Context: an optimization exercise on an open-source flow, tuned for small area, a short achievable clock period and few clock cycles per item. The choices shown serve that exercise and are no tape-out recipe. In this exercise RTL edits were held to simulation tests only and were not proved equivalent to the original. Power figures rest on the tool's default switching activity, not on a simulated workload.

yarrow:
Design vrtb_ts, start of the top module:
module vrtb_ts (
    input  wire        clk,
    input  wire        rst,
    input  wire        start,
    input  wire        next,
    input  wire [95:0] t0,
    input  wire [63:0] k0,
    input  wire [31:0] blk_size,
    input  wire [31:0] rate,
    output wire        ready,
    output reg         ts_valid,
    output wire [31:0] ts_sec,
    output wire [39:0] ts_frac,
    output wire        ts_err
);
==> flow/config.mk <==
export PLATFORM = sky130hd
export DESIGN_NAME = vrtb_ts
export DESIGN_NICKNAME = vrtb_ts
export VERILOG_FILES = /design/flow/design.v
export SDC_FILE = /design/flow/constraint.sdc
export NUM_CORES = 4
export LEC_CHECK = 0
export CAP_MARGIN = 20
export CORE_MARGIN = 2
export CORE_UTILIZATION = 40
export SETUP_SLACK_MARGIN = 4.5
export SLEW_MARGIN = 20
export TNS_END_PERCENT = 10
==> flow/constraint.sdc <==
create_clock -name core_clock -period 8.0 [get_ports {clk}]
set_input_delay 1.6000 -clock core_clock [delete_from_list [all_inputs] [get_ports {clk}]]
set_output_delay 1.6000 -clock core_clock [all_outputs]
set_load 0.01 [all_outputs]
run.sh (not shown) runs the stock make flow with config.mk's settings and CLKGATE_MAP_FILE= SYNTH_SCRIPT=/design/flow/synth_recipe.tcl, a recipe that flattens the netlist after the stock synthesis.
Testbench counts of yarrow, summed over its fixed seeds: cycles 3,984, items 1,152.
For maple, these inputs were changed with respect to yarrow:
Settings: putting PLACE_DENSITY at 0.7 where nothing was set; swapping 10 for 0 in TNS_END_PERCENT.
Results
maple finished every step from synthesis to the final layout, and the layout passed the timing, design-rule and antenna checks. | depth of the critical timing path with buffers and inverters included | lower: yarrow |. Of maple and yarrow, it is maple that has the lower power. Count of plain and timing-repair buffers in the layout delta for maple relative to yarrow: 11% lower. Core utilization down 1.1 points in maple wrt yarrow. maple vs. yarrow: cell area now sits lower; global-route usage did not really move; final worst setup slack went up; final-layout non-clock buffer area share has decreased. Diff yarrow..maple | mean instance size in the synthesized netlist | unchanged. Via count of yarrow is on par with maple.
Setup changes, maple to amber
Settings: PLACE_DENSITY changed from 0.7 to 0.75; SLEW_MARGIN changed from 20 to 10; CAP_MARGIN changed from 20 to 10.
## What came out
amber ended with every stage complete and zero timing, DRC or antenna violations. Between amber and maple, the combinational group share of total power is higher for amber. Sort amber and maple by via count asc -> top: maple. Status: cell count parity (maple, amber). amber ends up with higher total number of cells along the worst setup path than maple does.


## v27
vrtb_ts again, from the RTL that the note above started with.
## vrtb_ts
module vrtb_ts (
    input  wire        clk,
    input  wire        rst,
    input  wire        start,
    input  wire        next,
    input  wire [95:0] t0,
    input  wire [63:0] k0,
    input  wire [31:0] blk_size,
    input  wire [31:0] rate,
    output wire        ready,
    output reg         ts_valid,
    output wire [31:0] ts_sec,
    output wire [39:0] ts_frac,
    output wire        ts_err
);
    localparam [39:0] PS  = 40'd1000000000000;
    localparam [27:0] P5  = 28'd244140625;           
    localparam [3:0] S_IDLE = 4'd0,
                     S_LD   = 4'd1,    
                     S_PS   = 4'd2,    
                     S_CP1  = 4'd3,    
                     S_BZ   = 4'd4,    
                     S_CP2  = 4'd5,    
                     S_HDBL = 4'd6,    
                     S_HADD = 4'd7,    
                     S_T0   = 4'd8,    
                     S_WRAP = 4'd9;    
    reg [3:0]  state;
    reg        phase;      
    reg [5:0]  cnt;        
    reg        first;      
    reg        kz;         
    reg        bz;         
    reg [5:0]  tcnt;       
    reg        wrap;       
    reg        r1;         
    reg        bzero, kzero;
    reg [5:0]  bmsb, kmsb;
    reg [31:0] y_sec;
    reg [39:0] y_frac;
    reg [31:0] y_rem;
    reg [31:0] y_remn;
    reg [31:0] r_r;
    reg [63:0] idx;
    reg [31:0] t_sec;
    reg        t_ovf;
    reg        t_hi;       
    reg [27:0] t_rem;
    reg [11:0] t_lo;
    wire [39:0] t_frac = {t_rem, t_lo};
    reg        a_kx, a_dbl, a_add, a_t, a_cpy, a_cps, a_ys0, a_nx;
    reg        b_cpy, b_cps, b_nx;
    reg [32:0] a_ra;
    reg [31:0] a_rbs;
    reg [31:0] a_rbd;
    reg        a_ci;
    reg [40:0] b_fa;
    reg [32:0] b_sa;
    reg        b_oa;
  ...
==> flow/config.mk <==
export PLATFORM = sky130hd
export DESIGN_NAME = vrtb_ts
export DESIGN_NICKNAME = vrtb_ts
export VERILOG_FILES = /design/flow/design.v
export SDC_FILE = /design/flow/constraint.sdc
export NUM_CORES = 4
export LEC_CHECK = 0
export CAP_MARGIN = 20
export CORE_MARGIN = 2
export CORE_UTILIZATION = 40
export PLACE_DENSITY = 0.75
export SETUP_SLACK_MARGIN = 4.5
export SLEW_MARGIN = 20
export TNS_END_PERCENT = 0
==> flow/constraint.sdc <==
create_clock -name core_clock -period 8.0 [get_ports {clk}]
set_input_delay 1.6000 -clock core_clock [delete_from_list [all_inputs] [get_ports {clk}]]
set_output_delay 1.6000 -clock core_clock [all_outputs]
set_load 0.01 [all_outputs]
v27: all stages complete, timing, DRC and antenna checks passed
Testbench counts of v27, summed over its fixed seeds: cycles 3,984, items 1,152.
Modified inputs, v26 compared to v27
Settings: a change of PLACE_DENSITY from 0.75 to 0.85.
==> results.txt <==
- All of v27 and v26 finish clean.
- v26 packs its core tighter than v27.
- v27 → v26: routed via count now larger, share of the clock period used by the worst path now larger, achievable clock frequency now smaller.
- Compared with v27, in v26 layout buffer count excluding clock buffers dropped 2, global-route wire length before repair climbed 2.5%.
- v26 — portion of total power attributed to combinational logic 0.6 points higher, v27 as reference


Starting RTL as in the previous note.
clock: 8.0 ns
lec_check: 0
cap_margin: 20
core_margin: 2
core_utilization: 55
setup_slack_margin: 4.5
slew_margin: 20
tns_end_percent: 0
Testbench counts at the start, summed over its fixed seeds: cycles 3,984, items 1,152.
Edit:
Settings changed: CORE_UTILIZATION 55 to 50, PLACE_DENSITY set to 0.75.
The new run completed with no timing, DRC or antenna violations.
Final area rose by 0.77%.
Sequential share of layout area fell by 0.28 points.
Combinational power rose by about 0.8%.
Register-to-register slack gains 0.15 ns.
Worst setup slack gains 0.15 ns.
Clock skew rose by 0.0077 ns.
Cell count rose by about 1.8%.
Total power rose by about 2%.

-- re-timing with driven ports --
In the flow no input, the clock included, has a driving cell. The finished layouts below were timed again as built, in two steps. Step 1, drivers: a clkbuf_16 drives clk and a buf_2 each remaining input, both assumed. Step 2 also shifts input and output timing later by t, the mid clock arrival at the registers, as if the neighbouring blocks saw the same clock. Three values: ideal, step 1, step 2; two values: the first two.
run	t, ns	setup WS [ns]	slew at the worst register clock pin (ns)
yarrow	0.677	4.057 / 4.057 / 3.545	0.07 / 0.07
maple	0.681	4.116 / 4.116 / 3.644	0.07 / 0.07
amber	0.685	4.099 / 4.099 / 3.528	0.07 / 0.07
v27	0.683	4.115 / 4.115 / 3.530	0.07 / 0.07
v26	0.684	4.062 / 4.062 / 3.410	0.07 / 0.07
the first run of note 3	0.667	4.001 / 4.001 / 3.550	0.06 / 0.06
the second run of note 3	0.688	4.150 / 4.150 / 3.559	0.07 / 0.07
After both steps every run listed still meets setup and hold. For v26, which loses most, drivers alone change the setup slack by 0.000 ns; drivers and shift together by -0.652 ns.
